This design comes from an exercise in tuning for small area and a short achievable clock period on the open sky130 flow, not from production work. Function was checked by simulation only, so behaviour that the tests miss may differ from the original. The clock port is modelled as an ideal driver; clocking choices that lean on that would not hold on a real chip. Power is estimated from default activity; no workload was simulated.

==> flow/design.v <==
module jr_mclock (
    input  wire        clk,
    input  wire        rst,
    input  wire        tick,
    input  wire        defer,       
    input  wire        run_set,
    input  wire        run_clr,
    input  wire        cnt_sel,     
    input  wire [61:0] load_val,    
    output reg         run,
    output reg  [61:0] c
);
    reg  pend;
    wire t = tick && run;
    wire a = t && !defer;
    wire [1:0] inc = {a && pend, a ^ pend};
    always @(posedge clk) begin
        if (rst) begin
            run  <= 1'b0;
            pend <= 1'b0;
        end else begin
            pend <= t && defer;
            if (run_set)      run <= 1'b1;
            else if (run_clr) run <= 1'b0;
        end
        c <= cnt_sel ? load_val : c + {60'd0, inc};
    end
endmodule
module jr_encoder (
    input  wire [7:0] x,
    input  wire [7:0] y,
    input  wire       left,
    output wire [5:0] mag
);
  wire new_n24, new_n25, new_n26, new_n27, new_n28, new_n29, new_n30,
    new_n31, new_n32, new_n33, new_n34, new_n35, new_n36, new_n37, new_n38,
    new_n39, new_n40, new_n41, new_n42, new_n43, new_n44, new_n45, new_n46,
    new_n47, new_n48, new_n49, new_n50, new_n51, new_n52, new_n53, new_n54,
    new_n55, new_n56, new_n57, new_n58, new_n59, new_n60, new_n61, new_n62,
    new_n63, new_n64, new_n65, new_n66, new_n67, new_n68, new_n69, new_n70,
    new_n71, new_n72, new_n73, new_n74, new_n75, new_n76, new_n77, new_n78,
    new_n79, new_n80, new_n81, new_n82, new_n83, new_n84, new_n85, new_n86,
    new_n87, new_n88, new_n89, new_n90, new_n91, new_n92, new_n93, new_n94,
    new_n95, new_n96, new_n97, new_n98, new_n99, new_n100, new_n101,
    new_n102, new_n103, new_n104, new_n105, new_n106, new_n107, new_n108,
    new_n109, new_n110, new_n111, new_n112, new_n113, new_n114, new_n115,
    new_n116, new_n117, new_n118, new_n119, new_n120, new_n121, new_n122,
    new_n123, new_n124, new_n125, new_n126, new_n127, new_n128, new_n129,
    new_n130, new_n131, new_n132, new_n133, new_n134, new_n135, new_n136,
    new_n137, new_n138, new_n139, new_n140, new_n141, new_n142, new_n143,
    new_n144, new_n145, new_n146, new_n147, new_n148, new_n149, new_n150,
    new_n151, new_n152, new_n153, new_n154, new_n155, new_n156, new_n157,
    new_n158, new_n159, new_n160, new_n161, new_n162, new_n163, new_n164,
    new_n165, new_n166, new_n167, new_n168, new_n169, new_n170, new_n171,
    new_n172, new_n173, new_n174, new_n175, new_n176, new_n177, new_n178,
    new_n179, new_n180, new_n181, new_n182, new_n183, new_n184, new_n185,
    new_n186, new_n187, new_n188, new_n189, new_n190, new_n191, new_n192,
    new_n193, new_n194, new_n195, new_n196, new_n197, new_n198, new_n199,
    new_n200, new_n201, new_n202, new_n203, new_n204, new_n205, new_n206,
    new_n207, new_n208, new_n209, new_n210, new_n211, new_n212, new_n213,
    new_n214, new_n215, new_n216, new_n217, new_n218, new_n219, new_n220,
    new_n221, new_n222, new_n223, new_n224, new_n225, new_n226, new_n227,
    new_n228, new_n229, new_n230, new_n231, new_n232, new_n233, new_n234,
    new_n235, new_n236, new_n237, new_n238, new_n239, new_n240, new_n241,
    new_n242, new_n243, new_n244, new_n245, new_n246, new_n247, new_n248,
    new_n249, new_n250, new_n251, new_n252, new_n253, new_n254, new_n255,
    new_n256, new_n257, new_n258, new_n259, new_n260, new_n261, new_n262,
    new_n263, new_n264, new_n265, new_n266, new_n267, new_n268, new_n269,
    new_n270, new_n271, new_n272, new_n273, new_n274, new_n275, new_n276,
    new_n277, new_n278, new_n279, new_n280, new_n281, new_n282, new_n283,
    new_n284, new_n285, new_n286, new_n287, new_n288, new_n289, new_n290,
    new_n291, new_n292, new_n293, new_n294, new_n295, new_n296, new_n297,
    new_n298, new_n299, new_n300, new_n301, new_n302, new_n303, new_n304,
    new_n305, new_n306, new_n307, new_n308, new_n309, new_n310, new_n312,
    new_n313, new_n314, new_n315, new_n316, new_n318, new_n319, new_n320,
    new_n321, new_n322, new_n324, new_n325, new_n326, new_n327, new_n328,
    new_n330, new_n331, new_n332, new_n333;
  assign new_n24 = x[7] & ~left;
  assign new_n25 = ~x[7] & left;
  assign new_n26 = ~new_n24 & ~new_n25;
  assign new_n27 = y[6] & ~y[7];
  assign new_n28 = ~y[6] & y[7];
  assign new_n29 = ~new_n27 & ~new_n28;
  assign new_n30 = ~y[4] & y[5];
  assign new_n31 = ~y[1] & y[5];
  assign new_n32 = ~y[2] & y[4];
  assign new_n33 = y[1] & ~y[5];
  assign new_n34 = ~y[0] & ~new_n33;
  assign new_n35 = ~y[3] & ~new_n34;
  assign new_n36 = new_n32 & ~new_n35;
  assign new_n37 = new_n31 & new_n36;
  assign new_n38 = y[2] & ~y[3];
  assign new_n39 = ~y[4] & new_n38;
  assign new_n40 = ~y[1] & ~y[4];
  assign new_n41 = ~new_n38 & ~new_n40;
  assign new_n42 = ~new_n39 & ~new_n41;
  assign new_n43 = ~new_n31 & new_n42;
  assign new_n44 = ~new_n37 & ~new_n43;
  assign new_n45 = y[0] & y[1];
  assign new_n46 = ~y[3] & y[4];
  assign new_n47 = y[4] & ~y[5];
  assign new_n48 = ~new_n30 & ~new_n47;
  assign new_n49 = ~new_n46 & new_n48;
  assign new_n50 = ~new_n32 & ~new_n39;
  assign new_n51 = ~new_n49 & new_n50;
  assign new_n52 = new_n45 & new_n51;
  assign new_n53 = ~y[2] & y[3];
  assign new_n54 = ~new_n38 & ~new_n53;
  assign new_n55 = y[3] & y[5];
  assign new_n56 = ~y[4] & ~y[5];
  assign new_n57 = ~y[0] & ~y[1];
  assign new_n58 = ~new_n56 & ~new_n57;
  assign new_n59 = ~new_n55 & ~new_n58;
  assign new_n60 = ~new_n54 & ~new_n59;
  assign new_n61 = ~new_n30 & ~new_n53;
  assign new_n62 = ~new_n60 & ~new_n61;
  assign new_n63 = ~new_n52 & ~new_n62;
  assign new_n64 = new_n44 & new_n63;
  assign new_n65 = ~y[7] & new_n64;
  assign new_n66 = y[0] & ~y[4];
  assign new_n67 = new_n38 & ~new_n66;
  assign new_n68 = ~new_n31 & ~new_n40;
  assign new_n69 = ~new_n67 & new_n68;
  assign new_n70 = ~new_n33 & ~new_n42;
  assign new_n71 = ~new_n69 & new_n70;
  assign new_n72 = new_n54 & new_n56;
  assign new_n73 = ~new_n36 & ~new_n72;
  assign new_n74 = ~new_n71 & new_n73;
  assign new_n75 = ~new_n65 & new_n74;
  assign new_n76 = y[2] & y[5];
  assign new_n77 = ~new_n45 & ~new_n76;
  assign new_n78 = y[0] & ~new_n77;
  assign new_n79 = new_n62 & new_n78;
  assign new_n80 = y[1] & ~y[4];
  assign new_n81 = ~y[2] & ~y[5];
  assign new_n82 = ~new_n80 & ~new_n81;
  assign new_n83 = new_n77 & new_n82;
  assign new_n84 = ~y[2] & new_n57;
  assign new_n85 = y[4] & new_n84;
  assign new_n86 = ~new_n83 & ~new_n85;
  assign new_n87 = ~y[3] & ~new_n86;
  assign new_n88 = ~y[3] & new_n47;
  assign new_n89 = new_n86 & ~new_n88;
  assign new_n90 = ~new_n87 & ~new_n89;
  assign new_n91 = new_n46 & new_n57;
  assign new_n92 = ~new_n69 & ~new_n91;
  assign new_n93 = new_n76 & ~new_n92;
  assign new_n94 = ~y[2] & ~new_n55;
  assign new_n95 = y[1] & y[5];
  assign new_n96 = new_n94 & new_n95;
  assign new_n97 = ~new_n93 & ~new_n96;
  assign new_n98 = ~new_n90 & new_n97;
  assign new_n99 = ~new_n79 & new_n98;
  assign new_n100 = ~y[6] & new_n99;
  assign new_n101 = ~new_n59 & new_n99;
  assign new_n102 = y[3] & new_n33;
  assign new_n103 = new_n86 & new_n102;
  assign new_n104 = ~new_n41 & ~new_n53;
  assign new_n105 = y[0] & new_n56;
  assign new_n106 = ~new_n104 & new_n105;
  assign new_n107 = y[6] & ~new_n106;
  assign new_n108 = ~new_n87 & new_n107;
  assign new_n109 = ~new_n103 & new_n108;
  assign new_n110 = ~new_n101 & new_n109;
  assign new_n111 = ~new_n100 & ~new_n110;
  assign new_n112 = y[1] & y[4];
  assign new_n113 = ~new_n111 & new_n112;
  assign new_n114 = ~y[4] & ~new_n104;
  assign new_n115 = ~y[1] & new_n67;
  assign new_n116 = ~new_n91 & ~new_n115;
  assign new_n117 = ~new_n114 & new_n116;
  assign new_n118 = ~new_n113 & new_n117;
  assign new_n119 = y[5] & ~new_n52;
  assign new_n120 = new_n99 & ~new_n119;
  assign new_n121 = ~new_n118 & new_n120;
  assign new_n122 = y[2] & ~y[6];
  assign new_n123 = ~new_n45 & new_n122;
  assign new_n124 = y[3] & y[4];
  assign new_n125 = ~new_n84 & new_n124;
  assign new_n126 = ~new_n123 & new_n125;
  assign new_n127 = y[5] & ~new_n126;
  assign new_n128 = new_n118 & new_n127;
  assign new_n129 = ~new_n121 & ~new_n128;
  assign new_n130 = ~y[7] & ~new_n129;
  assign new_n131 = ~y[7] & ~new_n74;
  assign new_n132 = new_n99 & ~new_n131;
  assign new_n133 = ~new_n130 & new_n132;
  assign new_n134 = ~new_n64 & ~new_n133;
  assign new_n135 = y[0] & y[7];
  assign new_n136 = y[3] & ~new_n135;
  assign new_n137 = ~new_n74 & new_n136;
  assign new_n138 = new_n129 & new_n137;
  assign new_n139 = ~y[6] & ~new_n138;
  assign new_n140 = ~new_n134 & new_n139;
  assign new_n141 = ~new_n75 & ~new_n140;
  assign new_n142 = ~y[3] & ~new_n30;
  assign new_n143 = ~new_n47 & ~new_n94;
  assign new_n144 = ~new_n142 & new_n143;
  assign new_n145 = ~new_n88 & ~new_n144;
  assign new_n146 = new_n141 & ~new_n145;
  assign new_n147 = ~new_n141 & new_n145;
  assign new_n148 = ~new_n146 & ~new_n147;
  assign new_n149 = ~y[7] & new_n148;
  assign new_n150 = new_n30 & ~new_n149;
  assign new_n151 = y[3] & ~new_n141;
  assign new_n152 = ~new_n149 & ~new_n151;
  assign new_n153 = new_n47 & ~new_n152;
  assign new_n154 = ~new_n150 & ~new_n153;
  assign new_n155 = new_n51 & ~new_n111;
  assign new_n156 = y[7] & ~new_n155;
  assign new_n157 = y[6] & new_n74;
  assign new_n158 = ~new_n140 & ~new_n157;
  assign new_n159 = new_n156 & ~new_n158;
  assign new_n160 = y[6] & ~new_n64;
  assign new_n161 = ~new_n156 & ~new_n160;
  assign new_n162 = ~new_n140 & new_n161;
  assign new_n163 = ~new_n159 & ~new_n162;
  assign new_n164 = new_n48 & new_n148;
  assign new_n165 = new_n163 & new_n164;
  assign new_n166 = new_n154 & ~new_n165;
  assign new_n167 = new_n29 & ~new_n166;
  assign new_n168 = ~new_n29 & new_n154;
  assign new_n169 = ~new_n167 & ~new_n168;
  assign new_n170 = ~x[2] & ~x[4];
  assign new_n171 = ~x[1] & new_n170;
  assign new_n172 = ~x[0] & new_n171;
  assign new_n173 = x[5] & ~new_n172;
  assign new_n174 = ~x[6] & ~new_n173;
  assign new_n175 = x[0] & x[1];
  assign new_n176 = x[2] & new_n175;
  assign new_n177 = x[4] & new_n176;
  assign new_n178 = ~x[0] & ~x[1];
  assign new_n179 = ~new_n170 & ~new_n178;
  assign new_n180 = ~x[2] & x[3];
  assign new_n181 = x[3] & x[6];
  assign new_n182 = ~new_n180 & ~new_n181;
  assign new_n183 = ~new_n179 & ~new_n182;
  assign new_n184 = ~new_n177 & ~new_n183;
  assign new_n185 = ~x[2] & ~new_n175;
  assign new_n186 = x[4] & x[6];
  assign new_n187 = ~new_n185 & new_n186;
  assign new_n188 = ~x[1] & ~x[4];
  assign new_n189 = x[0] & x[6];
  assign new_n190 = new_n188 & ~new_n189;
  assign new_n191 = x[2] & ~x[3];
  assign new_n192 = ~new_n190 & new_n191;
  assign new_n193 = ~new_n187 & ~new_n192;
  assign new_n194 = new_n184 & new_n193;
  assign new_n195 = ~new_n174 & new_n194;
  assign new_n196 = ~x[3] & ~new_n185;
  assign new_n197 = new_n178 & new_n180;
  assign new_n198 = ~new_n170 & ~new_n188;
  assign new_n199 = ~new_n197 & new_n198;
  assign new_n200 = ~new_n196 & new_n199;
  assign new_n201 = ~x[5] & ~new_n200;
  assign new_n202 = ~new_n195 & ~new_n201;
  assign new_n203 = x[7] & ~new_n202;
  assign new_n204 = ~x[5] & x[6];
  assign new_n205 = x[1] & x[3];
  assign new_n206 = ~x[1] & ~x[3];
  assign new_n207 = x[4] & ~new_n206;
  assign new_n208 = ~new_n205 & new_n207;
  assign new_n209 = new_n204 & ~new_n208;
  assign new_n210 = new_n203 & ~new_n209;
  assign new_n211 = x[6] & new_n210;
  assign new_n212 = ~x[3] & ~x[6];
  assign new_n213 = x[5] & ~new_n171;
  assign new_n214 = ~new_n176 & ~new_n181;
  assign new_n215 = ~new_n187 & new_n214;
  assign new_n216 = ~new_n213 & new_n215;
  assign new_n217 = ~new_n212 & ~new_n216;
  assign new_n218 = ~x[0] & new_n179;
  assign new_n219 = new_n185 & ~new_n218;
  assign new_n220 = x[2] & x[4];
  assign new_n221 = ~new_n178 & new_n220;
  assign new_n222 = ~x[5] & ~new_n221;
  assign new_n223 = ~new_n219 & ~new_n222;
  assign new_n224 = new_n212 & ~new_n223;
  assign new_n225 = new_n194 & new_n201;
  assign new_n226 = new_n217 & ~new_n225;
  assign new_n227 = ~new_n224 & ~new_n226;
  assign new_n228 = ~x[5] & new_n185;
  assign new_n229 = new_n181 & ~new_n228;
  assign new_n230 = x[1] & new_n220;
  assign new_n231 = ~x[7] & ~new_n230;
  assign new_n232 = ~new_n229 & new_n231;
  assign new_n233 = ~new_n201 & ~new_n232;
  assign new_n234 = ~new_n227 & ~new_n233;
  assign new_n235 = x[2] & x[5];
  assign new_n236 = ~x[6] & ~new_n235;
  assign new_n237 = ~new_n234 & ~new_n236;
  assign new_n238 = ~new_n203 & ~new_n237;
  assign new_n239 = new_n217 & ~new_n238;
  assign new_n240 = ~new_n211 & ~new_n239;
  assign new_n241 = ~x[4] & x[7];
  assign new_n242 = ~new_n240 & ~new_n241;
  assign new_n243 = new_n224 & new_n238;
  assign new_n244 = x[4] & ~x[7];
  assign new_n245 = ~new_n243 & new_n244;
  assign new_n246 = new_n241 & new_n243;
  assign new_n247 = ~new_n245 & ~new_n246;
  assign new_n248 = ~new_n242 & new_n247;
  assign new_n249 = new_n181 & new_n203;
  assign new_n250 = new_n248 & ~new_n249;
  assign new_n251 = x[5] & ~new_n250;
  assign new_n252 = ~x[5] & new_n248;
  assign new_n253 = ~new_n251 & ~new_n252;
  assign new_n254 = ~y[5] & new_n126;
  assign new_n255 = ~y[7] & ~new_n254;
  assign new_n256 = new_n111 & ~new_n255;
  assign new_n257 = ~new_n130 & ~new_n256;
  assign new_n258 = ~x[7] & ~new_n221;
  assign new_n259 = x[5] & ~x[6];
  assign new_n260 = ~new_n204 & ~new_n259;
  assign new_n261 = x[3] & new_n260;
  assign new_n262 = ~new_n258 & new_n261;
  assign new_n263 = ~new_n248 & new_n262;
  assign new_n264 = ~new_n210 & ~new_n234;
  assign new_n265 = ~new_n263 & new_n264;
  assign new_n266 = new_n257 & new_n265;
  assign new_n267 = new_n240 & ~new_n243;
  assign new_n268 = ~x[4] & new_n267;
  assign new_n269 = x[4] & ~new_n267;
  assign new_n270 = ~new_n268 & ~new_n269;
  assign new_n271 = new_n266 & new_n270;
  assign new_n272 = new_n163 & ~new_n271;
  assign new_n273 = ~x[6] & ~x[7];
  assign new_n274 = x[6] & x[7];
  assign new_n275 = ~new_n273 & ~new_n274;
  assign new_n276 = new_n260 & ~new_n275;
  assign new_n277 = ~new_n253 & new_n276;
  assign new_n278 = new_n181 & new_n277;
  assign new_n279 = new_n270 & ~new_n278;
  assign new_n280 = ~new_n266 & ~new_n278;
  assign new_n281 = ~new_n270 & ~new_n280;
  assign new_n282 = ~new_n279 & ~new_n281;
  assign new_n283 = ~new_n272 & ~new_n282;
  assign new_n284 = ~new_n253 & ~new_n283;
  assign new_n285 = new_n253 & new_n283;
  assign new_n286 = new_n148 & ~new_n285;
  assign new_n287 = ~new_n284 & ~new_n286;
  assign new_n288 = new_n253 & ~new_n275;
  assign new_n289 = ~new_n224 & ~new_n260;
  assign new_n290 = ~new_n253 & new_n289;
  assign new_n291 = ~new_n288 & ~new_n290;
  assign new_n292 = ~new_n287 & new_n291;
  assign new_n293 = ~new_n169 & ~new_n292;
  assign new_n294 = new_n287 & ~new_n291;
  assign new_n295 = ~new_n277 & ~new_n294;
  assign new_n296 = ~new_n293 & new_n295;
  assign new_n297 = new_n26 & ~new_n296;
  assign new_n298 = y[5] & ~y[6];
  assign new_n299 = ~y[5] & y[6];
  assign new_n300 = ~new_n298 & ~new_n299;
  assign new_n301 = new_n154 & ~new_n300;
  assign new_n302 = new_n277 & new_n287;
  assign new_n303 = ~new_n169 & new_n302;
  assign new_n304 = new_n301 & ~new_n303;
  assign new_n305 = ~new_n29 & ~new_n304;
  assign new_n306 = new_n297 & new_n305;
  assign new_n307 = new_n26 & new_n265;
  assign new_n308 = ~new_n257 & ~new_n307;
  assign new_n309 = new_n257 & new_n307;
  assign new_n310 = ~new_n308 & ~new_n309;
  assign mag[0] = ~new_n306 & ~new_n310;
  assign new_n312 = new_n26 & ~new_n271;
  assign new_n313 = ~new_n282 & new_n312;
  assign new_n314 = ~new_n163 & ~new_n313;
  assign new_n315 = new_n163 & new_n313;
  assign new_n316 = ~new_n314 & ~new_n315;
  assign mag[1] = ~new_n306 & new_n316;
  assign new_n318 = new_n26 & ~new_n284;
  assign new_n319 = ~new_n285 & new_n318;
  assign new_n320 = new_n148 & ~new_n319;
  assign new_n321 = ~new_n148 & new_n319;
  assign new_n322 = ~new_n320 & ~new_n321;
  assign mag[2] = ~new_n306 & ~new_n322;
  assign new_n324 = new_n26 & ~new_n294;
  assign new_n325 = ~new_n292 & new_n324;
  assign new_n326 = ~new_n169 & ~new_n325;
  assign new_n327 = new_n169 & new_n325;
  assign new_n328 = ~new_n326 & ~new_n327;
  assign mag[3] = ~new_n306 & new_n328;
  assign new_n330 = ~new_n297 & new_n301;
  assign new_n331 = new_n29 & ~new_n301;
  assign new_n332 = ~new_n303 & new_n331;
  assign new_n333 = new_n297 & new_n332;
  assign mag[4] = new_n330 | new_n333;
  assign mag[5] = ~new_n297 & new_n331;
endmodule
module jr_core (
    input  wire        clk,
    input  wire        rst,
    input  wire [7:0]  cmd,
    input  wire        cmd_valid,
    output wire        cmd_ready,
    input  wire [7:0]  opd_x,
    input  wire [7:0]  opd_y,
    input  wire [15:0] opd_d,
    input  wire [15:0] opd_ax,
    input  wire [15:0] opd_ay,
    input  wire [15:0] opd_az,
    output wire [63:0] res,
    output reg         res_valid,
    input  wire        echo,
    output wire        trig,
    input  wire        tick0,
    input  wire        tick1,
    output wire [7:0]  tx_data,
    output reg         tx_valid,
    input  wire        tx_ready,
    input  wire        rx_avail,
    input  wire [7:0]  rx_data,
    output wire        rx_take,
    input  wire        confirm,
    output reg  [1:0]  act_dir_L,
    output reg  [1:0]  act_dir_R,
    output wire [7:0]  act_duty_L,
    output wire [7:0]  act_duty_R,
    output reg  [1:0]  disp
);
    localparam [3:0] OP_MC_START   = 4'h1;
    localparam [3:0] OP_MC_STOP    = 4'h2;
    localparam [3:0] OP_MC_RESET   = 4'h3;
    localparam [3:0] OP_MC_READ    = 4'h4;
    localparam [3:0] OP_RANGE      = 4'h5;
    localparam [3:0] OP_ENCODE     = 4'h6;
    localparam [3:0] OP_SEND_DRIVE = 4'h7;
    localparam [3:0] OP_FAULT_EVAL = 4'h8;
    localparam [3:0] OP_COLL_EVAL  = 4'h9;
    localparam [3:0] OP_RROBOT     = 4'hA;
    localparam [3:0] OP_RREMOTE    = 4'hB;
    localparam [3:0] OP_CONFIRM    = 4'hC;
    localparam [3:0] OP_MC_LOAD    = 4'hD;
    localparam [1:0] REVERSE = 2'd0, FORWARD = 2'd1, NEUTRAL = 2'd2;
    localparam [1:0] D_CLEAR = 2'd0, D_COLLISION = 2'd1, D_OBSTACLE = 2'd2, D_COMM_ERROR = 2'd3;
    localparam [23:0] CM = 24'h8B4396;
    reg        echo_lvl, dir, obs, hs, rfsm;
    reg  [5:0] duty_L, duty_R;
    reg        rdy;
    reg  [5:0] s;             
    reg [44:0] W;             
    reg        satf;          
    reg        rs0, rs1, rw, rp, rd;    
    assign cmd_ready  = rdy;
    assign act_duty_L = {duty_L, 2'b00};
    assign act_duty_R = {duty_R, 2'b00};
    assign tx_data    = W[7:0];
    wire [3:0] op  = cmd[7:4];
    wire       ci  = cmd[0];
    wire       acc = cmd_valid && rdy;
    wire [15:0] is_op = {16{acc}} & (16'd1 << op);
    wire sample = (s == 6'd12);
    wire last   = (s == 6'd32);
    assign trig = (s >= 6'd3) && (s <= 6'd12);
    wire        echo_rise = echo && !echo_lvl;
    wire        echo_fall = !echo && echo_lvl;
    wire        ld_any    = is_op[OP_MC_LOAD] && !rst;
    wire [61:0] load_val  = {opd_d[5:0], opd_az, opd_ay, opd_ax, opd_x} & {62{ld_any}};
    wire        run0, run1;
    wire [61:0] c0, c1;
    wire start0 = is_op[OP_MC_START] && !ci, start1 = is_op[OP_MC_START] && ci;
    wire stop0  = is_op[OP_MC_STOP]  && !ci, stop1  = is_op[OP_MC_STOP]  && ci;
    wire clr0   = is_op[OP_MC_RESET] && !ci, clr1   = is_op[OP_MC_RESET] && ci;
    wire load0  = is_op[OP_MC_LOAD]  && !ci, load1  = is_op[OP_MC_LOAD]  && ci;
    jr_mclock u_mc0 (
        .clk(clk), .rst(rst), .tick(tick0),
        .defer(is_op[OP_MC_READ] && !ci),
        .run_set(!clr0 && !sample && (start0 || (echo_rise && !stop0))),
        .run_clr(clr0 || sample || stop0 || echo_fall),
        .cnt_sel(rst || clr0 || sample || load0), .load_val(load_val),
        .run(run0), .c(c0)
    );
    jr_mclock u_mc1 (
        .clk(clk), .rst(rst), .tick(tick1),
        .defer(is_op[OP_MC_READ] && ci),
        .run_set(start1),
        .run_clr(clr1 || stop1),
        .cnt_sel(rst || clr1 || load1), .load_val(load_val),
        .run(run1), .c(c1)
    );
    wire poll_robot  = is_op[OP_RROBOT];
    wire poll_remote = is_op[OP_RREMOTE] && !rfsm;
    assign rx_take = (poll_robot || poll_remote) && rx_avail;
    wire coll = ($signed(opd_ax) > 16'sd500) || ($signed(opd_ax) < -16'sd500) ||
                ($signed(opd_ay) > 16'sd500) || ($signed(opd_ay) < -16'sd500) ||
                ($signed(opd_az) > 16'sd1500) || ($signed(opd_az) < 16'sd500);
    wire       left    = cmd[1:0] != 2'b00;
    wire       y_pos   = opd_y > 8'd138;
    wire       y_neg   = opd_y < 8'd122;
    wire       dir_new = (y_pos || y_neg) ? y_pos : dir;
    wire [5:0] mag;
    jr_encoder u_enc (.x(opd_x), .y(opd_y), .left(left), .mag(mag));
    wire enc_any  = is_op[OP_ENCODE] || (is_op[OP_SEND_DRIVE] && !rfsm);
    wire fault_tx = is_op[OP_FAULT_EVAL] && !hs &&
                    ((opd_d < 16'd30) ? !obs : obs);
    wire coll_tx  = is_op[OP_COLL_EVAL] && !hs && coll;
    wire conf_tx  = is_op[OP_CONFIRM] && rfsm && confirm;
    wire set_tx   = (is_op[OP_SEND_DRIVE] && !rfsm) || fault_tx || coll_tx || conf_tx;
    wire [7:0] w_load = enc_any ? {mag, dir_new, left} :
                        (poll_robot || poll_remote) ? rx_data :
                        {6'b001100, is_op[OP_FAULT_EVAL] && !obs, !is_op[OP_FAULT_EVAL]};
    wire rng_go = is_op[OP_RANGE] && !hs;
    wire [25:0] sum = {1'b0, W[44:20]} + {2'b00, (W[0] && s <= 6'd32) ? CM : 24'd0};
    wire [44:0] w_step = {sum, W[19:1]};
    wire [44:0] w_smp  = {6'd0, 1'b1, 18'd0, c0[19:0]};
    always @(posedge clk) begin
        if (sample) begin
            W[44:8] <= w_smp[44:8];
            satf    <= |c0[61:20];
        end else begin
            W[44:8] <= w_step[44:8];
        end
        if (acc)
            W[7:0] <= w_load;
        else if (sample)
            W[7:0] <= w_smp[7:0];
        else if (s != 6'd0)
            W[7:0] <= w_step[7:0];
        if (acc) begin
            rs0 <= is_op[OP_MC_READ] && !ci;
            rs1 <= is_op[OP_MC_READ] && ci;
            rw  <= enc_any || rx_take;
            rp  <= rx_take;
            rd  <= rng_go;
        end
    end
    wire        rdsat = rd && (satf || W[44] || W[43]);
    wire [15:0] lo    = ({16{rd}} & W[42:27]) | {16{rdsat}} |
                        {7'd0, rp, {8{rw}} & W[7:0]};
    wire [63:0] rc    = {{62{rs0}} & c0, 2'b00} | {{62{rs1}} & c1, 2'b00};
    assign res = rc | {48'd0, lo};
    wire tx_next = set_tx || (tx_valid && !tx_ready);
    wire [5:0] s_next = rng_go ? 6'd1 : (s == 6'd0 || last) ? 6'd0 : s + 6'd1;
    always @(posedge clk) begin
        if (rst) begin
            echo_lvl  <= 1'b0;
            dir       <= 1'b0;
            obs       <= 1'b0;
            hs        <= 1'b0;
            rfsm      <= 1'b0;
            disp      <= D_CLEAR;
            act_dir_L <= NEUTRAL;
            act_dir_R <= NEUTRAL;
            duty_L    <= 6'd0;
            duty_R    <= 6'd0;
            tx_valid  <= 1'b0;
            res_valid <= 1'b0;
            rdy       <= 1'b0;
            s         <= 6'd0;
        end else begin
            echo_lvl  <= echo;
            tx_valid  <= tx_next;
            res_valid <= (acc && !rng_go) || last;
            rdy       <= !acc && s_next == 6'd0 && !tx_next;
            s         <= s_next;
            if (enc_any)
                dir <= dir_new;
            if (fault_tx)
                obs <= !obs;
            if (coll_tx) begin
                act_dir_L <= NEUTRAL;
                act_dir_R <= NEUTRAL;
                duty_L    <= 6'd0;
                duty_R    <= 6'd0;
                hs        <= 1'b1;
            end
            if (poll_robot && rx_avail) begin
                if (!hs) begin
                    if (rx_data[0]) begin
                        act_dir_L <= rx_data[1] ? FORWARD : REVERSE;
                        duty_L    <= rx_data[7:2];
                    end else begin
                        act_dir_R <= rx_data[1] ? FORWARD : REVERSE;
                        duty_R    <= rx_data[7:2];
                    end
                end else if (rx_data == 8'h31) begin
                    hs <= 1'b0;
                end
            end
            if (poll_remote && rx_avail) begin
                case (rx_data)
                    8'h30:   disp <= D_CLEAR;
                    8'h31: begin
                        disp <= D_COLLISION;
                        rfsm <= 1'b1;
                    end
                    8'h32:   disp <= D_OBSTACLE;
                    default: disp <= D_COMM_ERROR;
                endcase
            end
            if (conf_tx) begin
                disp <= D_CLEAR;
                rfsm <= 1'b0;
            end
        end
    end
endmodule
==> flow/flow/run.sh <==
#!/bin/bash
# The standard layout, with these changes:
# - synthesis is the standard synthesis, but ABC maps the combinational
#   logic with flow/abc.script (AIG resynthesis for area); registers are
#   mapped exactly as in the standard synthesis;
# - the port buffers are the smallest buffer (buf_1);
# - the clock tree uses clkbuf_4 in clusters, without dummy loads;
# - after placement, cells on the slowest paths are sized up.
# Each tool's output is in synth_make.log / flow_make.log and orfs/logs/.
set -uo pipefail
HERE=$PWD
rm -rf "$HERE/scripts_abc"
cp -r "$FLOW_HOME/scripts" "$HERE/scripts_abc"
cp "$HERE/flow/abc.script" "$HERE/scripts_abc/abc_speed.script"
SCRIPTS_DIR="$HERE/scripts_abc" bash standard.sh synth > synth_make.log 2>&1 || exit 1
export BUFFER_PORTS_ARGS="-buffer_cell sky130_fd_sc_hd__buf_1"
export CTS_ARGS="-sink_clustering_enable -repair_clock_nets -buf_list sky130_fd_sc_hd__clkbuf_4 -dont_use_dummy_load -sink_clustering_size 8 -sink_clustering_max_diameter 40"
export POST_RESIZE_TCL="$HERE/flow/post_resize.tcl"
bash standard.sh > flow_make.log 2>&1
==> flow/flow/abc.script <==
strash
&get -n
&fraig -x
&deepsyn -T 300
&put
strash
&get -n
&dch -f
&nf -R 1000
&put
==> flow/flow/post_resize.tcl <==
# Size up the cells on the input-to-output paths that set the period:
# repair_timing treats paths with less than the margin of slack as failing.
repair_timing -setup -setup_margin 23.4 -verbose
==> flow/standard.sh <==
#!/bin/bash
# synth_recipe.tcl (not shown) runs the flow's synth.tcl, then flattens the netlist and writes it again
# the make line also repeats each setting of config.mk as NAME=value (left out here)
make -C /OpenROAD-flow-scripts/flow DESIGN_CONFIG=/design/flow/config.mk WORK_HOME=/design/flow/orfs CLKGATE_MAP_FILE= SYNTH_SCRIPT=/design/flow/synth_recipe.tcl "${@:-finish}"
==> flow/config.mk <==
export PLATFORM = sky130hd
export DESIGN_NAME = jr_core
export DESIGN_NICKNAME = jr_core
export VERILOG_FILES = /design/flow/design.v
export SDC_FILE = /design/flow/constraint.sdc
export NUM_CORES = 4
export LEC_CHECK = 0
export CAP_MARGIN = 20
export CORE_MARGIN = 2
export CORE_UTILIZATION = 60
export SLEW_MARGIN = 20
==> flow/constraint.sdc <==
create_clock -name core_clock -period 40.0 [get_ports {clk}]
set_input_delay 8.0000 -clock core_clock [delete_from_list [all_inputs] [get_ports {clk}]]
set_output_delay 8.0000 -clock core_clock [all_outputs]
set_load 0.01 [all_outputs]
==> results of run 1 <==
-- power breakdown --
group | internal (mW) | leakage (nW) | switching, mW
registers | 0.241 | 1.73 | 0.0177
clock network | 0.0415 | 0.166 | 0.0734
logic | 0.0554 | 3.19 | 0.0843
total | 0.338 | 5.09 | 0.175
-- synth_stat cells, types with 4 or more instances --
cell | n | area share
nor2b_1 | 19 | 0.010
dfxtp_1 | 197 | 0.34
o22ai_1 | 7 | 0.0038
a311oi_1 | 4 | 0.0030
xnor2_1 | 11 | 0.0084
o21ai_0 | 107 | 0.046
nand3_1 | 24 | 0.010
o211ai_1 | 5 | 0.0033
or3_1 | 7 | 0.0038
and3_1 | 80 | 0.043
nor3_1 | 33 | 0.014
a222oi_1 | 8 | 0.0069
nor2_1 | 122 | 0.040
a22oi_1 | 12 | 0.0078
and2_0 | 75 | 0.041
a31oi_1 | 11 | 0.0060
edfxtp_1 | 14 | 0.036
a21o_1 | 5 | 0.0033
nor4_1 | 20 | 0.011
nand2b_1 | 4 | 0.0022
o21a_1 | 9 | 0.0059
and4_1 | 6 | 0.0046
nand2_1 | 267 | 0.087
a22o_1 | 63 | 0.048
a211oi_1 | 7 | 0.0046
clkinv_1 | 42 | 0.014
buf_4 | 12 | 0.0078
ha_1 | 31 | 0.034
o31ai_1 | 76 | 0.049
a31o_1 | 5 | 0.0038
xor2_1 | 6 | 0.0046
nand4_1 | 18 | 0.0098
a21oi_1 | 131 | 0.057
-- per-stage QoR --
step           instances  setup WS, ns  power [mW]
6_report            1949         23.22      0.5136
5_1_grt             1949         22.95      0.5458
4_1_cts             1948         23.24      0.5157
3_5_place_dp        1912         23.24      0.4017
3_3_place_gp        1904         22.56      0.3941
2_1_floorplan       1474         23.04      0.3569
-- layout by cell type, fill, tap and decap left out, drive strengths merged, types with 33 or more instances in the layout --
cell type,count
clkbuf,38
and2,75
o21ai,107
a22o,63
nand2,267
o31ai,76
nor3,33
a21oi,131
buf,214
dfxtp,197
clkinv,40
and3,80
nor2,122
-- cell type report --
| type | instances | area, sq um |
|---|---|---|
| multi-input cells | 1209 | 7030 |
| fillers | 1670 | 5731 |
| diodes | 1 | 2.502 |
| flip-flops and latches | 211 | 4364 |
| clock buffers | 36 | 270.3 |
| inverters | 42 | 161.4 |
| well taps | 234 | 292.8 |
| repair buffers | 216 | 915.9 |
-- cell families after synthesis --
kind of cell / synth area share
other cells: 0.0003253
mux: 0.001845
simple gates: 0.2824
fa+ha+maj: 0.04059
compound gates: 0.2619
flops: 0.3786
xor+xnor: 0.01291
buf+inv: 0.02149
-- worst max-delay path by stage --
stage / startpoint / to / slack [ns] / cells after the start
2_1_floorplan: cmd_valid / rx_take / 23.04 / 5
6_report: cmd[5] / rx_take / 23.22 / 6
4_1_cts: cmd[5] / rx_take / 23.24 / 6
5_1_grt: cmd[5] / u_mc0.c[61] / 22.95 / 48
3_5_place_dp: cmd[5] / rx_take / 23.24 / 6
3_3_place_gp: cmd_valid / rx_take / 22.56 / 7
-- worst reg2reg max path: cells and delay by family (launching register included) --
kind	cells	cell delay [ns]
simple gates	45	7.57
flops	1	0.43
buf+inv	2	0.17
fa+ha+maj	3	0.85
compound gates	1	0.06
-- registers in the layout, summed over array words and instances (netlist names), 2 cells and up --
register	cells
u_mc0.c	62
W	45
u_mc1.c	62
duty_L	6
duty_R	6
act_dir_L	2
disp	2
act_dir_R	2
s	6
-- layer usage --
layer | vias to the layer above | share of wire | global-route usage
met3 | 73 | 0.090 | 0.07612
met5 | - | 0 | 0
met4 | 0 | 0.026 | 0.1120
met1 | 5565 | 0.41 | 0.3882
li1 | 5906 | - | -
met2 | 452 | 0.47 | 0.5453
==> results by group, run 1 <==
Outcome
  • Status: finished clean

Place
  • Final GP Congestion: ~0.91
  • Detailed Place HPWL: between 20 and 25 mm
  • PortBufs: 197
  • Area after DPL: between 10000 and 15000 sq um

Run
  • Max cap viols: 0

Critical path
  • CP arrival: 8.78 ns
  • Worst reg2reg startpoint: rdy
  • Crit path required time: ~32 ns
  • CP Launch Type: input port
  • Crit-path cells: clkbuf_4 -> a21boi_4 -> and2_4 -> nand2_2 -> inv_2 -> buf_6
  • FF-to-FF End: u_mc0.c[60]
  • CP Max Fanout: 8
  • Worst path slowest cell: a21boi_4
  • Worst reg-to-reg setup slack: a little over 30 ns
  • Crit path buf inv count: 3
  • R2R depth: a little over 50
  • Crit-path leading delay family: buffers and inverters
  • Critical Path Sink Type: output pin
  • WS Path Type: in -> out
  • Critical Path Max Stage Delay: around 0.20 ns

Global route
  • Tot GR Track Use: 0.3170
  • Pin count of the biggest net entering global routing: 63
  • Grt ovf: 0
  • Vias in the first global route: 11104
  • First-pass GRT wire length: ~53 mm
  • Initial antenna violation count: 1

STA
  • Measured slew at the worst slew-check pin: between 0.9 and 1 ns
  • Max transition margin: 0.3767
  • FMAX: 59.58 MHz
  • Hold slack: ~0.43 ns
  • Setup_tns: 0 ns
  • Clk_skew: 0.08501 ns
  • Final Critical Period: around 17 ns
  • Period utilization: 0.4196
  • Final setup viols: 0
  • Hold Vio Cnt, Final: 0
  • Slew Limit Fails: 0
  • RSZ-0062 raised after global routing: no

Route
  • Final wirelength: approximately 33 mm
  • 1st-iter DRT viols: around 760
  • Drt drc: 0
  • Antenna Violating Nets Remaining: 0
  • Vias per cell: 6.155
  • DR WL/cell: roughly 17 um
  • Drt first pass iters: 6
  • Vias: approximately 12000

Hold path
  • Hold Crit Endpoint: W[15]
  • Hold Path Class: reg -> reg
  • Min-delay src: W[16]
  • Hold Path Depth: 2

Yosys
  • Ys async rst share: 0
  • Mean post-synth cell area: between 7 and 8 sq um
  • Register area share after synthesis: 0.3786
  • Seq cells post-synth: roughly 210
  • Post-synthesis cell count: ~1500
  • Primary FF master, synth: dfxtp_1
  • Ys Warns: 2
  • EDFF count, synth: 14
  • Yosys cell types: 55
  • Mapped cell area: about 12000 sq um

Power
  • Maximum vdd ir drop: 23.31 uV
  • Leak: approximately 5.1 nW
  • Power Dens Cells: 39.39 nW/um^2

Layout
  • Final #Nets: 1855
  • Final Cell Area: between 10000 and 15000 sq um
  • Area delta synth->final: 13.09%
  • Share of layout cells above drive strength 1: 0.05018
  • Final Core Density: 0.6947

Floorplan
  • Die Span Y: 142.6 um
  • I/O Pins: just over 200
  • Initial Util: 0.6143
  • Core box area: roughly 19000 sq um
  • Rows: 50
  • Chip Width: approximately 140 um
  • Die area: about 20000 sq um

Clock network
  • CTS tree: yes
  • CTS Hold Buffers Added: 0
  • Later-pin clock latency in the skew report: between 0.6 and 0.7 ns
  • CTS max path bufs: 3
  • Reg clk slew, reported paths: 0.08 ns
  • CTS sink cnt: approximately 210
  • Gates resized, CTS repair: 0
  • Total setup buffers inserted after CTS: 0
  • CTS Buf Count: 36
  • Root Buffer: clkbuf_4
  • CTS H-tree lvls: 2
==> inputs of run 2 (changes only) <==
--- a/flow/design.v
+++ b/flow/design.v
@@ -5,2 +5,3 @@
     input  wire        defer,       
+    input  wire        frz,         
     input  wire        run_set,
@@ -14,3 +15,3 @@
     wire t = tick && run;
-    wire a = t && !defer;
+    wire a = t && !defer && !frz;
     wire [1:0] inc = {a && pend, a ^ pend};
@@ -441,3 +442,4 @@
     reg  [5:0] s;             
-    reg [44:0] W;             
+    reg [24:0] W;             
+    reg  [4:0] wcnt;          
     reg        satf;          
@@ -452,5 +454,6 @@
     wire [15:0] is_op = {16{acc}} & (16'd1 << op);
-    wire sample = (s == 6'd12);
-    wire last   = (s == 6'd32);
-    assign trig = (s >= 6'd3) && (s <= 6'd12);
+    wire sample = (s == 6'd31);               
+    wire step   = s[5];                       
+    wire last   = (s == 6'd51);               
+    assign trig = (s >= 6'd22) && (s <= 6'd31);    
     wire        echo_rise = echo && !echo_lvl;
@@ -461,2 +464,4 @@
     wire [61:0] c0, c1;
+    wire [4:0]  wcnt_next = wcnt + {4'd0, tick0 && run0};
+    wire [61:0] load_val0 = load_val | {57'd0, wcnt_next & {5{last && !rst}}};
     wire start0 = is_op[OP_MC_START] && !ci, start1 = is_op[OP_MC_START] && ci;
@@ -467,6 +472,6 @@
         .clk(clk), .rst(rst), .tick(tick0),
-        .defer(is_op[OP_MC_READ] && !ci),
+        .defer(is_op[OP_MC_READ] && !ci), .frz(sample || step),
         .run_set(!clr0 && !sample && (start0 || (echo_rise && !stop0))),
         .run_clr(clr0 || sample || stop0 || echo_fall),
-        .cnt_sel(rst || clr0 || sample || load0), .load_val(load_val),
+        .cnt_sel(rst || clr0 || load0 || last), .load_val(load_val0),
         .run(run0), .c(c0)
@@ -475,3 +480,3 @@
         .clk(clk), .rst(rst), .tick(tick1),
-        .defer(is_op[OP_MC_READ] && ci),
+        .defer(is_op[OP_MC_READ] && ci), .frz(1'b0),
         .run_set(start1),
@@ -503,11 +508,11 @@
     wire rng_go = is_op[OP_RANGE] && !hs;
-    wire [25:0] sum = {1'b0, W[44:20]} + {2'b00, (W[0] && s <= 6'd32) ? CM : 24'd0};
-    wire [44:0] w_step = {sum, W[19:1]};
-    wire [44:0] w_smp  = {6'd0, 1'b1, 18'd0, c0[19:0]};
+    wire [31:0] c0lo = {12'd0, c0[19:0]};
+    wire        mbit = c0lo[s[4:0]];
+    wire [25:0] sum  = {1'b0, W} + {2'b00, (step && mbit) ? CM : 24'd0};
     always @(posedge clk) begin
         if (sample) begin
-            W[44:8] <= w_smp[44:8];
+            W[24:8] <= 17'd1024;              
             satf    <= |c0[61:20];
         end else begin
-            W[44:8] <= w_step[44:8];
+            W[24:8] <= sum[25:9];
         end
@@ -516,5 +521,6 @@
         else if (sample)
-            W[7:0] <= w_smp[7:0];
-        else if (s != 6'd0)
-            W[7:0] <= w_step[7:0];
+            W[7:0] <= 8'd0;
+        else if (step)
+            W[7:0] <= sum[8:1];
+        wcnt <= sample ? 5'd0 : wcnt_next;
         if (acc) begin
@@ -527,4 +533,4 @@
     end
-    wire        rdsat = rd && (satf || W[44] || W[43]);
-    wire [15:0] lo    = ({16{rd}} & W[42:27]) | {16{rdsat}} |
+    wire        rdsat = rd && (satf || W[24] || W[23]);
+    wire [15:0] lo    = ({16{rd}} & W[22:7]) | {16{rdsat}} |
                         {7'd0, rp, {8{rw}} & W[7:0]};
@@ -533,3 +539,3 @@
     wire tx_next = set_tx || (tx_valid && !tx_ready);
-    wire [5:0] s_next = rng_go ? 6'd1 : (s == 6'd0 || last) ? 6'd0 : s + 6'd1;
+    wire [5:0] s_next = rng_go ? 6'd20 : (s == 6'd0 || last) ? 6'd0 : s + 6'd1;
     always @(posedge clk) begin
==> flow/flow/run.sh (replaced) <==
#!/bin/bash
# The standard layout, with these changes:
# - synthesis is the standard synthesis, but ABC maps the combinational
#   logic with flow/abc.script (AIG resynthesis for area) and pass-through
#   wires get buf_1 instead of buf_4; registers are
#   mapped exactly as in the standard synthesis;
# - the port buffers are the smallest buffer (buf_1);
# - the clock tree uses clkbuf_8 without dummy loads; clock buffers whose
#   flip-flops see a slow clock edge are then sized up (flow/post_cts.tcl);
# - after placement, cells on the slowest paths are sized up.
# Each tool's output is in synth_make.log / flow_make.log and orfs/logs/.
set -uo pipefail
HERE=$PWD
rm -rf "$HERE/scripts_abc"
cp -r "$FLOW_HOME/scripts" "$HERE/scripts_abc"
cp "$HERE/flow/abc.script" "$HERE/scripts_abc/abc_speed.script"
SCRIPTS_DIR="$HERE/scripts_abc" bash standard.sh MIN_BUF_CELL_AND_PORTS="sky130_fd_sc_hd__buf_1 A X" synth > synth_make.log 2>&1 || exit 1
export BUFFER_PORTS_ARGS="-buffer_cell sky130_fd_sc_hd__buf_1"
export CTS_ARGS="-sink_clustering_enable -repair_clock_nets -buf_list sky130_fd_sc_hd__clkbuf_8 -dont_use_dummy_load -sink_clustering_size 8 -sink_clustering_max_diameter 40"
export POST_CTS_TCL="$HERE/flow/post_cts.tcl"
export POST_RESIZE_TCL="$HERE/flow/post_resize.tcl"
bash standard.sh > flow_make.log 2>&1
==> flow/flow/post_cts.tcl (new file) <==
# Size up each clock buffer whose flip-flop clock pins see a slow edge
# (estimated slew above 95 ps): clkbuf_8 -> clkbuf_16. Then legalise the
# placement again.
proc clk_sink_slew { inst } {
  set mx 0
  foreach opin [get_pins -of_objects $inst -filter "direction == output"] {
    foreach p [get_pins -of_objects [get_nets -of_objects $opin] -filter "direction == input"] {
      set s [get_property $p slew_max]
      if { $s > $mx } { set mx $s }
    }
  }
  return $mx
}
for { set round 0 } { $round < 3 } { incr round } {
  estimate_parasitics -placement
  set changed 0
  foreach inst [get_cells *] {
    set ref [get_property $inst ref_name]
    if { ![regexp {^sky130_fd_sc_hd__clkbuf_(4|8)$} $ref -> sz] } { continue }
    if { [clk_sink_slew $inst] > 0.095 } {
      set new [expr { $sz == 4 ? "sky130_fd_sc_hd__clkbuf_8" : "sky130_fd_sc_hd__clkbuf_16" }]
      replace_cell $inst $new
      incr changed
    }
  }
  puts "clock buffer upsizing round $round: $changed resized"
  if { $changed == 0 } { break }
}
detailed_placement
check_placement -verbose
estimate_parasitics -placement
==> results by group, run 2 <==
Yosys
  • Area leader, netlist: dfxtp_1
  • Largest cells by area after synthesis: dfxtp_1 (32%), nand2_1 (7.9%), a21oi_1 (6.1%), o31ai_1 (5.0%), a22o_1 (4.8%)
  • Top-count cell post-synth: nand2_1
  • Mean post-synth cell area: between 7 and 8 sq um
  • Post-synth top area share: 0.3231
  • Seq cells post-synth: slightly below 200
  • Register area share after synthesis: 0.3604
  • EDFF count, synth: 14
  • Primary FF master, synth: dfxtp_1
  • Ys Warns: 2
  • Ys async rst share: 0
  • Post-synth top cells: nand2_1 (237), dfxtp_1 (182), a21oi_1 (137)
  • Mapped cell area: 11280 sq um
  • Yosys cell types: 61
  • Post-synthesis cell count: between 1000 and 1500

Layout
  • Fillers: between 1500 and 2000
  • Area delta synth->final: 13.49%
  • Area of the multi-input gates: between 7000 and 8000 sq um
  • Most frequent cells in the layout: nand2_1 (234), buf_1 (193), dfxtp_1 (182), a21oi_1 (137), o21ai_0 (102)
  • Largest regs: u_mc0.c x62, u_mc1.c x62, W x25
  • Final Core Density: 0.6888
  • Share of layout cells above drive strength 1: 0.04131
  • FF+latch area: 4064 sq um
  • Final #Nets: ~1800
  • Commonest non-fill, non-tap cell in the layout: nand2_1

Floorplan
  • Core box area: between 15000 and 20000 sq um
  • Chip Width: ~140 um
  • Rows: 50
  • Initial Util: 0.6069
  • I/O Pins: roughly 200
  • Die Span Y: ~140 um
  • Die area: roughly 20000 sq um

Critical path
  • WS Path Type: in -> out
  • CP Max Fanout: 5
  • Critical Path Max Stage Delay: 0.28 ns
  • CP arrival: around 8.9 ns
  • Crit-path cells: clkbuf_2 -> nor3b_4 -> and2_4 -> nand2_2 -> inv_2 -> buf_6
  • Crit-path leading delay family: simple AND/OR/NAND/NOR gates
  • Crit path required time: 32.00 ns
  • Worst path slowest cell: nor3b_4
  • CP Launch Type: input port
  • Crit path buf inv count: 3
  • Critical Path Sink Type: output pin

Global route
  • Vias in the first global route: between 10000 and 15000
  • Initial antenna violation count: 0
  • First-pass GRT wire length: 52.44 mm
  • Tot GR Track Use: 0.3190
  • Grt ovf: 0
  • Met2 Use GR: 0.5215
  • GRT met1 Usage: 0.4380
  • Busiest layer in global routing: met2
  • GR Layer Usage met3: 0.05774
  • Pin count of the biggest net entering global routing: between 60 and 70

STA
  • Hold slack: around 0.44 ns
  • Final setup viols: 0
  • Clk_skew: between 0.03 and 0.04 ns
  • RSZ-0062 raised after global routing: no
  • Measured slew at the worst slew-check pin: around 0.92 ns
  • Hold Vio Cnt, Final: 0
  • FMAX: slightly below 60 MHz
  • Final Critical Period: around 17 ns
  • Max transition margin: 0.3792
  • Setup_tns: 0 ns
  • Period utilization: 0.4225
  • Slew Limit Fails: 0

Outcome
  • Status: finished clean

Place
  • Detailed Place HPWL: about 23 mm
  • PortBufs: between 150 and 200
  • Final GP Congestion: 0.9104

Hold path
  • Hold Path Class: reg -> reg

Clock network
  • Reg clk slew, reported paths: 0.07 ns
  • Later-pin clock latency in the skew report: ~0.40 ns
  • CTS sink cnt: roughly 200
  • CTS tree: yes

Route
  • DR WL/cell: 17.20 um
  • Vias: 11648
  • Final wirelength: around 32 mm
  • Drt first pass iters: 7
  • 1st-iter DRT viols: roughly 1100
  • Vias per cell: about 6.2
  • Antenna Violating Nets Remaining: 0
  • Drt drc: 0

Power
  • Maximum vdd ir drop: 23.63 uV
  • Power Dens Cells: around 29 nW/um^2
  • Power, Total: roughly 0.37 mW
  • Leak: roughly 5 nW

Run
  • Max cap viols: 0
==> run 2: changes by cell type after synthesis, sizes merged, moves of 5 or more <==
cell / change
clkinv: -8
nor2: -24
a21oi: +6
dfxtp: -15
and2: -8
and4: +8
o21ai: -5
nand2: -30
nand4: -8
xor2: +5
nor2b: +6
==> run 2: cells by family (layout without fill, tap and decap cells) <==
| kind of cell | Yosys count | after routing | synth area share |
|---|---|---|---|
| xor gates and xnor gates | 22 | 22 | 0.01709 |
| adders and majority gates | 37 | 37 | 0.04305 |
| buffers and inverters | 46 | 262 | 0.01531 |
| muxes | 4 | 4 | 0.004660 |
| AOI/OAI and AO/OA | 485 | 485 | 0.2824 |
| other | 1 | 5 | 0.0003325 |
| DFF | 196 | 196 | 0.3604 |
| and+or+nand+nor | 636 | 636 | 0.2768 |
==> run 2: area by class of cell <==
type	count	area share
sequential	196	0.3175
multi-input combinational	1188	0.5605
timing repair buffer	211	0.06687
inverter	34	0.01026
clock buffer	17	0.02180
antenna	1	0.0001955
tap	234	0.02288
==> run 2: worst reg2reg max path: cells and delay by family (launching register included) <==
kind	cells	cell delay (ns)
AOI/OAI and AO/OA	3	0.48
and+or+nand+nor	42	7.71
adders and majority gates	2	0.46
buffers and inverters	2	0.22
DFF	1	0.35
==> run 2: layer usage <==
| metal | vias up | wire, um |
|---|---|---|
| met4 | 0 | 637 |
| met5 | - | 0 |
| met1 | 5428 | 14730 |
| met2 | 400 | 14730 |
| met3 | 46 | 2245 |
| li1 | 5774 | - |
==> run 2: report_power, final <==
part           leakage [nW]  internal (mW)  switching, mW  total [mW]
combinational          3.23         0.0183         0.0320      0.0503
sequential             1.60          0.202        0.00339       0.205
clock                 0.143         0.0468         0.0633       0.110
==> run 2: through the flow <==
step | setup slack [ns] | std cells | instance area, sq um
after detailed placement | 23.06 | 1863 | 12520
after global routing | 22.65 | 1880 | 12800
after global placement | 22.52 | 1858 | 12360
after floorplan | 23.04 | 1430 | 11290
final | 23.10 | 1881 | 12800
==> run 2: final timing paths <==
kind              startpoint     endpoint  slack (ns)  cells after the start
hold reg to reg      disp[0]      disp[0]        0.44                      2
setup / recovery      cmd[7]      rx_take       23.10                      6
setup reg to reg         rdy  u_mc1.c[61]       30.73                     49
hold / removal       disp[0]      disp[0]        0.44                      2
==> inputs of run 3 (changes only) <==
--- a/flow/design.v
+++ b/flow/design.v
@@ -525,9 +525,7 @@
         wcnt <= sample ? 5'd0 : wcnt_next;
-        if (acc) begin
-            rs0 <= is_op[OP_MC_READ] && !ci;
-            rs1 <= is_op[OP_MC_READ] && ci;
-            rw  <= enc_any || rx_take;
-            rp  <= rx_take;
-            rd  <= rng_go;
-        end
+        rs0 <= is_op[OP_MC_READ] && !ci;
+        rs1 <= is_op[OP_MC_READ] && ci;
+        rw  <= enc_any || rx_take;
+        rp  <= rx_take;
+        rd  <= last;
     end
==> flow/flow/post_resize.tcl (replaced) <==
# Size up the cells on the input-to-output paths that set the period. The
# port buffers of the inputs that rx_take depends on in the same cycle get
# buf_4 first; then repair_timing treats paths with less than the margin of
# slack as failing.
foreach p {cmd[4] cmd[5] cmd[6] cmd[7] cmd_valid rx_avail} {
  foreach pin [get_pins -of_objects [get_nets $p]] {
    set inst [get_cells -of_objects $pin]
    if { [get_property $inst ref_name] == "sky130_fd_sc_hd__buf_1" } {
      replace_cell $inst sky130_fd_sc_hd__buf_4
    }
  }
}
estimate_parasitics -placement
repair_timing -setup -setup_margin 23.5 -verbose
==> results by group, run 3 <==
Route
  • Vias: approximately 12000
  • 1st-iter DRT viols: between 900 and 1000
  • Drt first pass iters: 6
  • Vias per cell: approximately 6
  • Antenna Violating Nets Remaining: 0
  • Drt drc: 0
  • DR WL/cell: between 15 and 20 um
  • Final wirelength: around 33 mm

Floorplan
  • Initial Util: 0.6065
  • Rows: 50
  • Die area: between 15000 and 20000 sq um
  • Die Span Y: approximately 140 um
  • Chip Width: 141.1 um
  • I/O Pins: ~200
  • Core box area: 18580 sq um

Power
  • Register share of total power: 0.563
  • Int Power: between 0.2 and 0.3 mW
  • Switch share: 0.2680
  • Combinational power share: 0.132
  • Leak: ~4.8 nW
  • Switching power: between 0.09 and 0.1 mW
  • Maximum vdd ir drop: 24.70 uV
  • Power Dens Cells: about 28 nW/um^2
  • Proportion of power drawn by the clock network: 0.305

STA
  • Hold slack: 0.4473 ns
  • FMAX: 59.59 MHz
  • Max transition margin: 0.3347
  • Measured slew at the worst slew-check pin: 0.9903 ns
  • Final setup viols: 0
  • Final Critical Period: between 15 and 20 ns
  • Period utilization: 0.4196
  • Setup_tns: 0 ns
  • Clk_skew: about 0.028 ns
  • RSZ-0062 raised after global routing: no
  • Slew Limit Fails: 0
  • Hold Vio Cnt, Final: 0

Layout
  • Share of layout cells above drive strength 1: 0.03592
  • Final #Nets: 1842
  • Fillers: around 1700
  • Largest regs: u_mc0.c x62, u_mc1.c x62, W x25
  • Most frequent cells in the layout: nand2_1 (250), buf_1 (190), dfxtp_1 (185), a21oi_1 (136), o21ai_0 (114)
  • Area delta synth->final: 13.41%
  • Commonest non-fill, non-tap cell in the layout: nand2_1
  • # diodes: 0

Hold path
  • Hold Path Depth: 2
  • Min-delay src: disp[0]
  • Hold Path Class: reg -> reg
  • Hold Crit Endpoint: disp[0]

Global route
  • Grt ovf: 0
  • Pin count of the biggest net entering global routing: 63
  • Initial antenna violation count: 1
  • First-pass GRT wire length: around 54 mm
  • Vias in the first global route: roughly 11000
  • Tot GR Track Use: 0.3298

Place
  • Final GP Congestion: roughly 0.93
  • Detailed Place HPWL: around 24 mm
  • PortBufs: 197

Critical path
  • Crit path required time: 32.00 ns
  • R2R depth: between 40 and 50
  • Crit-path leading delay family: simple AND/OR/NAND/NOR gates
  • CP Max Fanout: 2
  • Critical Path Max Stage Delay: ~0.19 ns
  • WS Path Type: in -> out
  • Crit-path cells: buf_6 -> and2_4 -> nand2_4 -> nor3_4 -> and2_4 -> buf_6
  • FF-to-FF End: u_mc0.c[61]
  • Worst reg2reg startpoint: s[0]
  • Crit path buf inv count: 2
  • Critical Path Sink Type: output pin
  • Worst reg-to-reg setup slack: between 30 and 40 ns
  • CP Launch Type: input port
  • CP arrival: ~8.8 ns
  • Worst path slowest cell: and2_4

Yosys
  • Main combinational cell family by area after synthesis: compound AO/OA/AOI/OAI gates
  • Seq cells post-synth: roughly 200
  • Ys Warns: 2
  • EDFF count, synth: 9
  • Yosys cell types: 56
  • Largest cells by area after synthesis: dfxtp_1 (33%), nand2_1 (8.5%), a21oi_1 (6.0%), o21ai_0 (5.1%), a22o_1 (5.0%)
  • Synth Area in XOR/XNOR: 0.01787
  • Post-synth top cells: nand2_1 (254), dfxtp_1 (187), a21oi_1 (136)
  • Mean post-synth cell area: around 7.6 sq um
  • Post-synth top area share: 0.3322
  • Register area share after synthesis: 0.3562
  • Primary FF master, synth: dfxtp_1
  • Post-synthesis adder-cell area fraction: 0.04485
  • Post-synthesis simple-gate area fraction: 0.2768
  • Ys async rst share: 0
  • Mapped cell area: 11270 sq um
  • Synth Area in Compound Gates: 0.2786
  • Top-count cell post-synth: nand2_1
  • Post-synthesis cell count: 1478
  • Area leader, netlist: dfxtp_1
  • Multiplexer share of the synthesized area: 0.002776

Clock network
  • Reg clk slew, reported paths: around 0.090 ns
  • CTS tree: yes
  • CTS sink cnt: about 200
  • Later-pin clock latency in the skew report: roughly 0.4 ns

Run
  • Max cap viols: 0

Outcome
  • Status: finished clean
-- run 3: layout make-up --
class | count | area [sq um] | area share
Clock buffer | 17 | 279.0 | 0.02183
Multi-Input combinational cell | 1217 | 7097 | 0.5553
Tap cell | 234 | 292.8 | 0.02291
Timing Repair Buffer | 212 | 885.9 | 0.06931
Inverter | 56 | 210.2 | 0.01645
Sequential cell | 196 | 4016 | 0.3142
-- run 3: worst min-delay path: stages (launching register included) --
cell and delay, ns:
dfxtp_1 0.32, clkinv_1 0.04, a21oi_1 0.04
-- run 3: kinds of logic (layout without fill, tap and decap cells) --
family                   after synthesis  in the layout
AO/OA/AOI/OAI                        488            488
adder cells (fa/ha/maj)               39             39
buffers and inverters                 68            285
other                                  1              4
XOR/XNOR                              23             23
flip-flops                           196            196
AND/OR/NAND/NOR                      660            660
multiplexers                           3              3
-- run 3: worst max-delay path by stage --
stage	cells after the start	slack (ns)	start	end
floorplan	4	22.81	cmd_valid	rx_take
global placement	6	22.11	cmd_valid	rx_take
detailed placement	50	23.20	cmd_valid	u_mc0.c[61]
global route	50	22.66	cmd_valid	u_mc0.c[61]
finish	6	23.22	cmd_valid	rx_take
-- run 3: metrics by stage --
step | area [sq um] | util | instances | total power [mW] | setup WS [ns]
2_1_floorplan | 11280 | - | 1481 | 0.2361 | 22.81
3_3_place_gp | 12350 | 0.6646 | 1909 | 0.2533 | 22.11
3_5_place_dp | 12490 | 0.6722 | 1915 | 0.2551 | 23.20
5_1_grt | 12780 | 0.6879 | 1932 | 0.3777 | 22.66
6_report | 12780 | 0.6879 | 1932 | 0.3623 | 23.22
-- run 3: power groups by stage --
stage | Combinational (mW) | Sequential [mW] | Clock, mW
2_1_floorplan | 0.0286 | 0.207 | 0
5_1_grt | 0.0532 | 0.204 | 0.120
6_report | 0.0479 | 0.204 | 0.111
3_5_place_dp | 0.0469 | 0.208 | 0
3_3_place_gp | 0.0451 | 0.208 | 0
-- run 3: per-layer routing --
layer  track usage  vias to the layer above  wire length, um
li1              -                     5912                -
met1        0.4602                     5492            15080
met2        0.5309                      474            15090
met3       0.05401                       51             2476
met4       0.09316                        0              642
met5             0                        -                0
==> inputs of run 4 (changes only) <==
--- a/flow/design.v
+++ b/flow/design.v
@@ -441,2 +441,3 @@
     reg        rdy;
+    reg        rdy_rem;       
     reg  [5:0] s;             
@@ -488,3 +489,4 @@
     wire poll_remote = is_op[OP_RREMOTE] && !rfsm;
-    assign rx_take = (poll_robot || poll_remote) && rx_avail;
+    assign rx_take = cmd_valid && rx_avail && cmd[7] && !cmd[6] && cmd[5] &&
+                     (cmd[4] ? rdy_rem : rdy);
     wire coll = ($signed(opd_ax) > 16'sd500) || ($signed(opd_ax) < -16'sd500) ||
@@ -537,3 +539,6 @@
     wire tx_next = set_tx || (tx_valid && !tx_ready);
+    wire rfsm_next = conf_tx ? 1'b0 :
+                     (poll_remote && rx_avail && rx_data == 8'h31) ? 1'b1 : rfsm;
     wire [5:0] s_next = rng_go ? 6'd20 : (s == 6'd0 || last) ? 6'd0 : s + 6'd1;
+    wire rdy_next = !acc && s_next == 6'd0 && !tx_next;
     always @(posedge clk) begin
@@ -553,2 +558,3 @@
             rdy       <= 1'b0;
+            rdy_rem   <= 1'b0;
             s         <= 6'd0;
@@ -558,3 +564,4 @@
             res_valid <= (acc && !rng_go) || last;
-            rdy       <= !acc && s_next == 6'd0 && !tx_next;
+            rdy       <= rdy_next;
+            rdy_rem   <= rdy_next && !rfsm_next;
             s         <= s_next;
==> results by group, run 4 <==
Outcome
  • Status: finished clean

STA
  • FMAX: 59.06 MHz
  • Clk_skew: 0.02561 ns
  • Final Critical Period: between 15 and 20 ns
  • Hold Vio Cnt, Final: 0
  • Measured slew at the worst slew-check pin: approximately 1.1 ns
  • Setup_tns: 0 ns
  • Setup ws final: approximately 23 ns
  • RSZ-0062 raised after global routing: no
  • Period utilization: 0.4233
  • Slew Limit Fails: 0
  • Final setup viols: 0
  • Max transition margin: 0.2632

Floorplan
  • Rows: 50
  • Die area: between 15000 and 20000 sq um
  • Die Span Y: 140.9 um
  • I/O Pins: 204
  • Initial Util: 0.6072
  • Core box area: around 19000 sq um
  • Chip Width: approximately 140 um

Layout
  • Area delta synth->final: 14.45%
  • Final Cell Area: 12870 sq um
  • Fillers: between 1500 and 2000
  • Largest regs: u_mc0.c x62, u_mc1.c x62, W x25
  • Area of the multi-input gates: 7164 sq um
  • Final #Nets: about 1800
  • Fin cells: 1900
  • Commonest non-fill, non-tap cell in the layout: nand2_1
  • # diodes: 0
  • Share of layout cells above drive strength 1: 0.04982
  • FF+latch area: ~4000 sq um
  • Most frequent cells in the layout: nand2_1 (217), buf_1 (190), dfxtp_1 (186), a21oi_1 (139), o21ai_0 (104)

Critical path
  • CP arrival: about 8.9 ns
  • Worst reg2reg startpoint: rdy
  • CP Max Fanout: 4
  • Worst reg-to-reg setup slack: between 30 and 40 ns
  • CP Launch Type: input port
  • WS Path Type: in -> out
  • Critical Path Sink Type: output pin
  • R2R depth: 50
  • FF-to-FF End: u_mc1.c[60]
  • Crit path required time: about 32 ns

Global route
  • Tot GR Track Use: 0.3238
  • Initial antenna violation count: 1
  • Vias in the first global route: between 10000 and 15000
  • Grt ovf: 0
  • First-pass GRT wire length: between 50 and 60 mm
  • Pin count of the biggest net entering global routing: between 60 and 70

Yosys
  • Ys async rst share: 0
  • Mapped cell area: approximately 11000 sq um
  • Top-count cell post-synth: nand2_1
  • Register area share after synthesis: 0.3587
  • Post-synth top cells: nand2_1 (220), dfxtp_1 (188), a21oi_1 (139)
  • Largest cells by area after synthesis: dfxtp_1 (33%), nand2_1 (7.3%), a21oi_1 (6.2%), o31ai_1 (5.4%), a22o_1 (4.9%)
  • Area leader, netlist: dfxtp_1
  • EDFF count, synth: 9
  • Ys Warns: 2
  • Post-synthesis cell count: around 1400
  • Post-synth top area share: 0.3347
  • Yosys cell types: 60
  • Primary FF master, synth: dfxtp_1
  • Mean post-synth cell area: just under 8 sq um
  • Seq cells post-synth: 197

Clock network
  • Reg clk slew, reported paths: around 0.07 ns
  • CTS sink cnt: roughly 200
  • CTS tree: yes
  • Later-pin clock latency in the skew report: 0.41 ns

Place
  • PortBufs: 197
  • Cell count after placement: 1883
  • Final GP Congestion: 0.9416
  • Post-place setup slack: approximately 23 ns
  • Area after DPL: 12590 sq um
  • Detailed Place HPWL: roughly 24 mm

Route
  • DR WL/cell: roughly 17 um
  • Antenna Violating Nets Remaining: 0
  • Vias: 11914
  • Final wirelength: between 30 and 40 mm
  • Drt first pass iters: 6
  • Drt drc: 0
  • Vias per cell: between 6 and 7
  • 1st-iter DRT viols: approximately 910

Hold path
  • Hold Crit Endpoint: duty_L[4]
  • Min-delay src: duty_L[4]
  • Hold Path Class: reg -> reg
  • Hold Path Depth: 1

Power
  • Power, Total: between 0.3 and 0.4 mW
  • Maximum vdd ir drop: ~28 uV
  • Leak: ~5 nW
  • Power Dens Cells: around 28 nW/um^2

Run
  • Max cap viols: 0
[run 4: metal layers]
| metal | track usage | share of wire | vias to the layer above |
|---|---|---|---|
| met1 | 0.4399 | 0.44 | 5544 |
| met2 | 0.5186 | 0.45 | 464 |
| met4 | 0.1126 | 0.028 | 2 |
| met5 | 0 | 0.00034 | - |
| li1 | - | - | 5824 |
| met3 | 0.06284 | 0.081 | 80 |
[run 4: cell families after synthesis]
family                     count (synthesis)  share of synthesized area
buffers and inverters                     58                    0.01936
AOI/OAI and AO/OA                        492                     0.2844
xor gates and xnor gates                  21                    0.01636
adders and majority gates                 38                    0.04406
and+or+nand+nor                          631                     0.2741
muxes                                      3                   0.002671
DFF                                      197                     0.3587
other                                      1                  0.0003335
[run 4: power breakdown]
part	internal (mW)	switching, mW	total, mW
combinational	0.0180	0.0313	0.0493
sequential	0.202	0.00350	0.205
clock	0.0468	0.0639	0.111
total	0.267	0.0987	0.365
[run 4: how the worst max path moves through the flow]
stage	startpoint	endpoint	slack (ns)	cells after the start
floorplan	cmd_valid	rx_take	23.14	5
global placement	cmd_valid	rx_take	22.47	7
detailed placement	cmd_valid	rx_take	23.11	7
global route	cmd[6]	u_mc1.c[60]	22.85	51
finish	cmd_valid	rx_take	23.07	7
[run 4: cell type report]
class	count	area share
multi-input combinational	1189	0.5567
sequential	197	0.3136
timing repair buffer	217	0.07185
clock buffer	17	0.02168
inverter	46	0.01342
tap	234	0.02275
[run 4: worst max-delay path, stage by stage]
cell     delay (ns)
buf_8          0.09
nand2_8        0.06
nor2_4         0.13
nand2_2        0.08
nor3_4         0.14
a41o_1         0.26
buf_2          0.18
[run 4: per-stage QoR]
stage	utilization	hold WS [ns]
3_3_place_gp	0.6664	0.4567
2_1_floorplan	-	0.4334
3_5_place_dp	0.6799	0.4524
6_report	0.6950	0.4773
5_1_grt	0.6950	0.4920

-- re-timing with driven ports --
How much do the figures lean on ideal ports? The routed layouts below were timed once more, with nothing changed but the port constraints. Step 1, drivers: a clkbuf_16 drives clk and a buf_2 each remaining input, both assumed. Step 2 adds t to the input delays and takes it off the output delays; t is the mean of the earliest and latest rising clock arrival at the registers after step 1. Input paths then give back, and output paths get back, about the clock's delay inside the block. a / b / c = no drivers / after step 1 / after step 2; a / b = the first two.
run | t, ns | setup slack, ns | latest minus earliest clock arrival (ns) | worst data-port slew with drivers (ns) | cell pins on the clock port's net
run 1 | 0.635 | 23.216 / 23.191 / 23.158 | 0.085 / 0.085 | 0.06 | 1
run 2 | 0.431 | 23.099 / 23.070 / 22.983 | 0.032 / 0.031 | 0.08 | 1
run 3 | 0.431 | 23.217 / 23.180 / 23.077 | 0.029 / 0.029 | 0.06 | 1
run 4 | 0.442 | 23.068 / 23.019 / 23.019 | 0.026 / 0.025 | 0.07 | 1
After both steps every run listed still meets setup and hold. For run 3, which loses most, drivers alone change the setup slack by -0.037 ns; drivers and shift together by -0.140 ns.
